From an optimization exercise on the open Yosys and OpenROAD flow, aimed at small area and few clock cycles; shortcuts taken in it are not production practice. Only simulation tests tie the RTL to the original design; equivalence was not proved. Power and IR drop assume default switching activity.

==> inputs of 02-21 <==
==> flow/design.v <==
module cart_stream (
    input  wire        clk,
    input  wire        rst,
    input  wire        op_valid,
    output wire        op_ready,
    input  wire [1:0]  op_code,
    input  wire [31:0] op_arg,
    output wire        a_valid,
    input  wire        a_ready,
    output reg  [7:0]  a_data,
    output wire        b_valid,
    input  wire        b_ready,
    output reg  [7:0]  b_data,
    input  wire        sa_valid,
    input  wire [7:0]  sa_data,
    input  wire        sb_valid,
    input  wire [7:0]  sb_data,
    output reg         w_valid,
    output reg  [15:0] w_data
);
    localparam [1:0] OP_SETUP   = 2'd0;
    localparam [1:0] OP_RESET   = 2'd1;
    localparam [1:0] OP_SETADDR = 2'd2;
    localparam [1:0] OP_READROM = 2'd3;
    reg        busy_a, busy_b;
    reg [1:0]  op;
    reg [31:0] arg;
    reg [11:0] ca;           
    reg [11:0] cb;           
    reg        fin_a, fin_b;   
    wire xfer_a = busy_a && a_ready;
    wire xfer_b = busy_b && b_ready;
    wire done_a = !busy_a || (a_ready && fin_a);
    wire done_b = !busy_b || (b_ready && fin_b);
    assign op_ready = done_a && done_b;
    wire   op_take  = op_valid && op_ready;
    assign a_valid = busy_a;
    assign b_valid = busy_b;
    wire [7:0] lo_v = ca[5] ? arg[7:0] : arg[23:16];
    reg  [7:0] a_tab;
    always @* begin
        case ({op, ca[5:0]})
            8'd0: a_tab = 8'h86;
            8'd1: a_tab = 8'h02;
            8'd2: a_tab = 8'h00;
            8'd3: a_tab = 8'h80;
            8'd4: a_tab = 8'h98;
            8'd5: a_tab = 8'hF8;
            8'd6: a_tab = 8'h82;
            8'd7: a_tab = 8'h00;
            8'd8: a_tab = 8'h00;
            8'd64: a_tab = 8'h80;
            8'd65: a_tab = 8'h18;
            8'd66: a_tab = 8'hF8;
            8'd67: a_tab = 8'h8F;
            8'd68: a_tab = 8'hC4;
            8'd69: a_tab = 8'h09;
            8'd70: a_tab = 8'h80;
            8'd71: a_tab = 8'h98;
            8'd72: a_tab = 8'hF8;
            8'd128: a_tab = 8'h80;
            8'd129: a_tab = 8'h90;
            8'd130: a_tab = 8'hF8;
            8'd131: a_tab = 8'h82;
            8'd132: a_tab = lo_v;
            8'd133: a_tab = 8'hFF;
            8'd134: a_tab = 8'h80;
            8'd135: a_tab = 8'h98;
            8'd136: a_tab = 8'hF8;
            8'd137: a_tab = 8'h80;
            8'd138: a_tab = 8'hD0;
            8'd139: a_tab = 8'hF8;
            8'd140: a_tab = 8'h80;
            8'd141: a_tab = 8'hD8;
            8'd142: a_tab = 8'hF8;
            8'd143: a_tab = 8'h80;
            8'd144: a_tab = 8'hD0;
            8'd145: a_tab = 8'hF8;
            8'd146: a_tab = 8'h8F;
            8'd147: a_tab = 8'h02;
            8'd148: a_tab = 8'h00;
            8'd149: a_tab = 8'h80;
            8'd150: a_tab = 8'hD8;
            8'd151: a_tab = 8'hF8;
            8'd152: a_tab = 8'h80;
            8'd153: a_tab = 8'h90;
            8'd154: a_tab = 8'hF8;
            8'd155: a_tab = 8'h80;
            8'd156: a_tab = 8'h98;
            8'd157: a_tab = 8'hF8;
            8'd158: a_tab = 8'h80;
            8'd159: a_tab = 8'h90;
            8'd160: a_tab = 8'hF8;
            8'd161: a_tab = 8'h82;
            8'd162: a_tab = lo_v;
            8'd163: a_tab = 8'hFF;
            8'd164: a_tab = 8'h80;
            8'd165: a_tab = 8'h98;
            8'd166: a_tab = 8'hF8;
            8'd167: a_tab = 8'h80;
            8'd168: a_tab = 8'hB0;
            8'd169: a_tab = 8'hF8;
            8'd170: a_tab = 8'h80;
            8'd171: a_tab = 8'hB8;
            8'd172: a_tab = 8'hF8;
            8'd173: a_tab = 8'h80;
            8'd174: a_tab = 8'hB0;
            8'd175: a_tab = 8'hF8;
            8'd176: a_tab = 8'h8F;
            8'd177: a_tab = 8'h02;
            8'd178: a_tab = 8'h00;
            8'd179: a_tab = 8'h80;
            8'd180: a_tab = 8'hB8;
            8'd181: a_tab = 8'hF8;
            8'd182: a_tab = 8'h80;
            8'd183: a_tab = 8'h90;
            8'd184: a_tab = 8'hF8;
            8'd185: a_tab = 8'h80;
            8'd186: a_tab = 8'h98;
            8'd187: a_tab = 8'hF8;
            8'd188: a_tab = 8'h82;
            8'd189: a_tab = 8'h00;
            8'd190: a_tab = 8'h00;
            8'd192: a_tab = 8'h80;
            8'd193: a_tab = 8'h90;
            8'd194: a_tab = 8'hF8;
            8'd195: a_tab = 8'h80;
            8'd196: a_tab = 8'h80;
            8'd197: a_tab = 8'hF8;
            8'd198: a_tab = 8'h8F;
            8'd199: a_tab = 8'h02;
            8'd200: a_tab = 8'h00;
            8'd201: a_tab = 8'h83;
            8'd202: a_tab = 8'h80;
            8'd203: a_tab = 8'h90;
            8'd204: a_tab = 8'hF8;
            8'd205: a_tab = 8'h80;
            8'd206: a_tab = 8'h98;
            8'd207: a_tab = 8'hF8;
            8'd208: a_tab = 8'h80;
            8'd209: a_tab = 8'h90;
            8'd210: a_tab = 8'hF8;
            8'd211: a_tab = 8'h80;
            8'd212: a_tab = 8'h80;
            8'd213: a_tab = 8'hF8;
            8'd214: a_tab = 8'h8F;
            8'd215: a_tab = 8'h02;
            8'd216: a_tab = 8'h00;
            8'd217: a_tab = 8'h83;
            8'd218: a_tab = 8'h80;
            8'd219: a_tab = 8'h90;
            8'd220: a_tab = 8'hF8;
            8'd221: a_tab = 8'h80;
            8'd222: a_tab = 8'h98;
            8'd223: a_tab = 8'hF8;
            8'd224: a_tab = 8'h80;
            8'd225: a_tab = 8'h90;
            8'd226: a_tab = 8'hF8;
            8'd227: a_tab = 8'h80;
            8'd228: a_tab = 8'h80;
            8'd229: a_tab = 8'hF8;
            8'd230: a_tab = 8'h8F;
            8'd231: a_tab = 8'h02;
            8'd232: a_tab = 8'h00;
            8'd233: a_tab = 8'h83;
            8'd234: a_tab = 8'h80;
            8'd235: a_tab = 8'h90;
            8'd236: a_tab = 8'hF8;
            8'd237: a_tab = 8'h80;
            8'd238: a_tab = 8'h98;
            8'd239: a_tab = 8'hF8;
            8'd240: a_tab = 8'h80;
            8'd241: a_tab = 8'h90;
            8'd242: a_tab = 8'hF8;
            8'd243: a_tab = 8'h80;
            8'd244: a_tab = 8'h80;
            8'd245: a_tab = 8'hF8;
            8'd246: a_tab = 8'h8F;
            8'd247: a_tab = 8'h02;
            8'd248: a_tab = 8'h00;
            8'd249: a_tab = 8'h83;
            8'd250: a_tab = 8'h80;
            8'd251: a_tab = 8'h90;
            8'd252: a_tab = 8'hF8;
            8'd253: a_tab = 8'h80;
            8'd254: a_tab = 8'h98;
            8'd255: a_tab = 8'hF8;
            default: a_tab = 8'hxx;
        endcase
    end
    always @* begin
        a_data = a_tab;
        case (op)
            OP_SETUP, OP_RESET: fin_a = (ca[3:0] == 4'd8);
            OP_SETADDR:         fin_a = (ca[5:0] == 6'd62);
            default:            fin_a = (ca == 12'hFFF);
        endcase
    end
    wire [7:0] hi_v = cb[3] ? arg[15:8] : arg[31:24];
    wire       rom_b_wrap = (cb[3:0] == 4'd10);
    reg  [7:0] b_tab;
    always @* begin
        case ({op, cb[4:0]})
            7'd0: b_tab = 8'h86;
            7'd1: b_tab = 8'h02;
            7'd2: b_tab = 8'h00;
            7'd3: b_tab = 8'h80;
            7'd4: b_tab = 8'h10;
            7'd5: b_tab = 8'h10;
            7'd6: b_tab = 8'h82;
            7'd7: b_tab = 8'h00;
            7'd8: b_tab = 8'h00;
            7'd64: b_tab = 8'h88;
            7'd65: b_tab = 8'h82;
            7'd66: b_tab = hi_v;
            7'd67: b_tab = 8'hFF;
            7'd68: b_tab = 8'h88;
            7'd69: b_tab = 8'h88;
            7'd70: b_tab = 8'h8F;
            7'd71: b_tab = 8'h02;
            7'd72: b_tab = 8'h00;
            7'd73: b_tab = 8'h88;
            7'd74: b_tab = 8'h88;
            7'd75: b_tab = 8'h82;
            7'd76: b_tab = hi_v;
            7'd77: b_tab = 8'hFF;
            7'd78: b_tab = 8'h88;
            7'd79: b_tab = 8'h88;
            7'd80: b_tab = 8'h8F;
            7'd81: b_tab = 8'h02;
            7'd82: b_tab = 8'h00;
            7'd83: b_tab = 8'h88;
            7'd84: b_tab = 8'h82;
            7'd85: b_tab = 8'h00;
            7'd86: b_tab = 8'h00;
            7'd96: b_tab = 8'h88;
            7'd97: b_tab = 8'h80;
            7'd98: b_tab = 8'h00;
            7'd99: b_tab = 8'h10;
            7'd100: b_tab = 8'h8F;
            7'd101: b_tab = 8'h02;
            7'd102: b_tab = 8'h00;
            7'd103: b_tab = 8'h83;
            7'd104: b_tab = 8'h80;
            7'd105: b_tab = 8'h10;
            7'd106: b_tab = 8'h10;
            7'd112: b_tab = 8'h88;
            7'd113: b_tab = 8'h80;
            7'd114: b_tab = 8'h00;
            7'd115: b_tab = 8'h10;
            7'd116: b_tab = 8'h8F;
            7'd117: b_tab = 8'h02;
            7'd118: b_tab = 8'h00;
            7'd119: b_tab = 8'h83;
            7'd120: b_tab = 8'h80;
            7'd121: b_tab = 8'h10;
            7'd122: b_tab = 8'h10;
            default: b_tab = 8'hxx;
        endcase
    end
    always @* begin
        b_data = b_tab;
        case (op)
            OP_SETADDR: fin_b = (cb[4:0] == 5'd22);
            OP_READROM: fin_b = rom_b_wrap && (cb[11:4] == 8'hFF);
            default:    fin_b = (cb[3:0] == 4'd8);
        endcase
    end
    always @(posedge clk) begin
        if (rst) begin
            busy_a <= 1'b0;
            busy_b <= 1'b0;
        end else begin
            if (xfer_a && fin_a) busy_a <= 1'b0;
            if (xfer_b && fin_b) busy_b <= 1'b0;
            if (op_take) begin
                busy_a <= 1'b1;
                busy_b <= (op_code != OP_RESET);
            end
        end
    end
    always @(posedge clk) begin
        if (op_take) begin
            op <= op_code;
            arg <= op_arg;
        end
    end
    always @(posedge clk) begin
        if (op_take) begin
            ca <= 12'd0;
        end else if (xfer_a) begin
            ca <= ca + 12'd1;
        end
    end
    always @(posedge clk) begin
        if (op_take) begin
            cb <= 12'd0;
        end else if (xfer_b) begin
            if (op == OP_READROM && rom_b_wrap)
                cb <= {cb[11:4] + 8'd1, 4'd0};
            else
                cb <= cb + 12'd1;
        end
    end
    reg          nonempty;
    reg          ahead_a;
    reg  [7:0]   rp;
    reg  [2047:0] sh;
    wire va = sa_valid;
    wire vb = sb_valid;
    wire from_a = nonempty ? ahead_a : va;       
    wire push = nonempty ? (ahead_a ? va : vb) : (va ^ vb);
    wire pop  = nonempty && (ahead_a ? vb : va);
    wire [7:0] din = from_a ? sa_data : sb_data;
    always @(posedge clk) begin
        if (push) sh <= {sh[2039:0], din};
    end
    wire [15:0] sel_hi = 16'd1 << rp[7:4];
    wire [15:0] sel_lo = 16'd1 << rp[3:0];
    reg  [7:0]  head;
    reg  [7:0]  grp [0:15];
    integer i, j;
    always @* begin
        head = 8'h00;
        for (i = 0; i < 16; i = i + 1) begin
            grp[i] = 8'h00;
            for (j = 0; j < 16; j = j + 1)
                grp[i] = grp[i] | ({8{sel_lo[j]}} & sh[8*(16*i+j) +: 8]);
            head = head | ({8{sel_hi[i]}} & grp[i]);
        end
    end
    always @* begin
        w_valid = nonempty ? pop : (va && vb);
        w_data[7:0]  = (nonempty &&  ahead_a) ? head : sa_data;
        w_data[15:8] = (nonempty && !ahead_a) ? head : sb_data;
    end
    always @(posedge clk) begin
        if (rst) begin
            nonempty <= 1'b0;
        end else begin
            if (push && !pop) begin
                nonempty <= 1'b1;
                if (!nonempty) begin
                    ahead_a <= va;
                    rp <= 8'd0;
                end else begin
                    rp <= rp + 8'd1;
                end
            end else if (pop && !push) begin
                if (rp == 8'd0) nonempty <= 1'b0;
                else rp <= rp - 8'd1;
            end
        end
    end
endmodule
==> flow/flow/run.sh <==
#!/bin/bash
# Own layout flow: the standard flow's synthesis with an area-oriented abc script for
# the combinational logic, then the standard layout (standard.sh) from
# floorplan to finish. Each tool's output goes to a log file here.
set -euo pipefail
cd "$(dirname "$0")/.."
W=$(pwd)
# synthesis (make runs yosys from the ORFS flow folder; the tcl finds
# synth_recipe.tcl through the absolute path below)
sed "s|\[file join \[pwd\] synth_recipe.tcl\]|$W/synth_recipe.tcl|" flow/own_synth.tcl > own_synth.tcl
cp flow/area.abc area.abc
make -C "$FLOW_HOME" DESIGN_CONFIG="$W/config.mk" WORK_HOME="$W/orfs" CLKGATE_MAP_FILE= \
  SYNTH_SCRIPT="$W/own_synth.tcl" synth > "$W/own_synth.log" 2>&1
# the rest of the layout, the standard flow's own steps, with the smallest buffer on the
# ports and clock tree synthesis without dummy loads
bash standard.sh "BUFFER_PORTS_ARGS=-buffer_cell sky130_fd_sc_hd__buf_1" \
  "CTS_ARGS=-sink_clustering_enable -repair_clock_nets -sink_clustering_size 27 -sink_clustering_max_diameter 100 -dont_use_dummy_load" \
  finish > "$W/standard_layout.log" 2>&1
==> flow/flow/area.abc <==
strash
ifraig
dc2
strash
&get -n
&dch -f
&nf -p -R 1000
&put
==> flow/flow/own_synth.tcl <==
# The standard synthesis (synth_recipe.tcl, unchanged), except that the
# technology mapping of the combinational logic runs abc with the area
# oriented script area.abc beside this file. Registers are mapped by
# dfflibmap before abc, exactly as in the standard synthesis.
set own_abc_script [file join [file dirname [file normalize [info script]]] area.abc]
proc abc {args} {
  set i [lsearch -exact $args -script]
  if { $i >= 0 } {
    set args [lreplace $args $i [expr {$i + 1}] -script $::own_abc_script]
  }
  yosys abc {*}$args
}
source [file join [pwd] synth_recipe.tcl]
==> flow/standard.sh <==
#!/bin/bash
# synth_recipe.tcl (not shown) runs the flow's synth.tcl, then flattens the netlist and writes it again
# the make line also repeats each setting of config.mk as NAME=value (left out here)
make -C /OpenROAD-flow-scripts/flow DESIGN_CONFIG=/design/flow/config.mk WORK_HOME=/design/flow/orfs CLKGATE_MAP_FILE= SYNTH_SCRIPT=/design/flow/synth_recipe.tcl "${@:-finish}"
==> flow/config.mk <==
export PLATFORM = sky130hd
export DESIGN_NAME = cart_stream
export DESIGN_NICKNAME = cart_stream
export VERILOG_FILES = /design/flow/design.v
export SDC_FILE = /design/flow/constraint.sdc
export NUM_CORES = 4
export LEC_CHECK = 0
export ABC_AREA = 1
export CAP_MARGIN = 20
export CORE_MARGIN = 2
export CORE_UTILIZATION = 65
export CTS_CLUSTER_DIAMETER = 100
export CTS_CLUSTER_SIZE = 27
export SLEW_MARGIN = 20
==> flow/constraint.sdc <==
create_clock -name core_clock -period 8.0 [get_ports {clk}]
set_input_delay 1.6000 -clock core_clock [delete_from_list [all_inputs] [get_ports {clk}]]
set_output_delay 1.6000 -clock core_clock [all_outputs]
set_load 0.01 [all_outputs]
==> 06-07 (differences from 02-21) <==
PLACE_DENSITY = 0.85   (was unset)
==> 09-19 (differences from 02-21) <==
--- a/flow/flow/run.sh
+++ b/flow/flow/run.sh
@@ -11,8 +11,5 @@
 cp flow/area.abc area.abc
 make -C "$FLOW_HOME" DESIGN_CONFIG="$W/config.mk" WORK_HOME="$W/orfs" CLKGATE_MAP_FILE= \
   SYNTH_SCRIPT="$W/own_synth.tcl" synth > "$W/own_synth.log" 2>&1
-# the rest of the layout, the standard flow's own steps, with the smallest buffer on the
-# ports and clock tree synthesis without dummy loads
-bash standard.sh "BUFFER_PORTS_ARGS=-buffer_cell sky130_fd_sc_hd__buf_1" \
-  "CTS_ARGS=-sink_clustering_enable -repair_clock_nets -sink_clustering_size 27 -sink_clustering_max_diameter 100 -dont_use_dummy_load" \
-  finish > "$W/standard_layout.log" 2>&1
+# the rest of the layout, the standard flow's own steps
+bash standard.sh finish > "$W/standard_layout.log" 2>&1
==> flow/flow/area.abc (replaced) <==
strash
ifraig
dc2
strash
&get -n
&dch -f
&nf -a
&put
CTS_CLUSTER_SIZE = 25   (was 27)
==> 01-04 (differences from 02-21) <==
--- a/flow/flow/run.sh
+++ b/flow/flow/run.sh
@@ -14,5 +14,5 @@
 # the rest of the layout, the standard flow's own steps, with the smallest buffer on the
 # ports and clock tree synthesis without dummy loads
 bash standard.sh "BUFFER_PORTS_ARGS=-buffer_cell sky130_fd_sc_hd__buf_1" \
-  "CTS_ARGS=-sink_clustering_enable -repair_clock_nets -sink_clustering_size 27 -sink_clustering_max_diameter 100 -dont_use_dummy_load" \
+  "CTS_ARGS=-sink_clustering_enable -repair_clock_nets -sink_clustering_size 25 -sink_clustering_max_diameter 100 -dont_use_dummy_load" \
   finish > "$W/standard_layout.log" 2>&1
CTS_CLUSTER_SIZE = 25   (was 27)
==> notes.md <==
| metric | 06-07 | 09-19 | 01-04 | 02-21 |
|---|---|---|---|---|
| Weighted congestion reported at the end of routability-driven placement | 0.869 | 0.859 | 0.892 | 0.892 |
| Number of buffers created by CTS | 88 | 94 | 94 | 88 |
| Result of the run | no timing/DRC/antenna violations | no timing/DRC/antenna violations | no timing/DRC/antenna violations | no timing/DRC/antenna violations |
| Worst hold slack | 0.420 ns | 0.445 ns | 0.430 ns | 0.436 ns |
| Final setup margin | 0.831 ns | 0.984 ns | 0.838 ns | 0.851 ns |
| Count of plain and timing-repair buffers | 184 | 173 | 191 | 192 |
| Routing usage on met3 | 0.0761 | 0.0666 | 0.0577 | 0.0581 |
| Number of vias per cell after detailed routing | 7.84 | 7.70 | 7.67 | 7.67 |
| Static leakage | 0.0260 µW | 0.0262 µW | 0.0261 µW | 0.0260 µW |
| Time the worst path needs with I/O delays and setup | 7.17 ns | 7.02 ns | 7.16 ns | 7.15 ns |
| Top routing layer in use | met4 | met5 | met5 | met5 |
| Clock buffer count | 88 | 113 | 94 | 88 |
| Reg clk slew, reported paths | 0.11 ns | 0.10 ns | 0.10 ns | 0.10 ns |
| Mean Syn Cell Area | 19.8 µm² | 19.9 µm² | 19.8 µm² | 19.8 µm² |
| Sequential cell fraction of total power | 0.677 | 0.666 | 0.670 | 0.674 |
| Antenna diode count | 30 | 11 | 7 | 4 |
| Normalized max-slew margin | 0.201 | 0.276 | 0.183 | 0.195 |
| Mux cell area share after synthesis | 0.00285 | 0.00269 | 0.00285 | 0.00285 |
| Die boundary height | 345 µm | 345 µm | 345 µm | 345 µm |
| GR met1 Demand/Resource | 0.437 | 0.471 | 0.465 | 0.467 |
Testbench counts of 02-21, summed over its fixed seeds: cycles 133,240.
Testbench counts of 06-07, summed over its fixed seeds: cycles 133,240.
Testbench counts of 09-19, summed over its fixed seeds: cycles 133,240.
Testbench counts of 01-04, summed over its fixed seeds: cycles 133,240.

==> re-timing with driven ports <==
The flow's constraints put no driver on any port. The routed layouts listed below were extracted and timed again, unchanged, in two steps. Step 1: set_driving_cell puts a clkbuf_16 on clk and a buf_2 on each other input, an assumption about the parent block. Step 2 adds t to the input delays and takes it off the output delays; t is the mean of the earliest and latest rising clock arrival at the registers after step 1. Input paths then give back, and output paths get back, about the clock's delay inside the block. Slacks: no drivers / after step 1 / after step 2; pairs: no drivers / after step 1.
| run | shift t [ns] | setup slack, ns | hold WS [ns] | slew at the worst register clock pin (ns) | worst data-port slew with drivers (ns) |
|---|---|---|---|---|---|
| 02-21 | 0.767 | 0.851 / 0.777 / 1.544 | 0.436 / 0.436 / 0.436 | 0.11 / 0.11 | 0.05 |
| 06-07 | 0.752 | 0.831 / 0.761 / 1.513 | 0.420 / 0.420 / 0.420 | 0.11 / 0.11 | 0.04 |
| 09-19 | 0.797 | 0.984 / 0.905 / 1.702 | 0.445 / 0.445 / 0.445 | 0.10 / 0.10 | 0.05 |
| 01-04 | 0.770 | 0.838 / 0.768 / 1.538 | 0.430 / 0.430 / 0.430 | 0.10 / 0.10 | 0.05 |
After both steps every run listed still meets setup and hold.
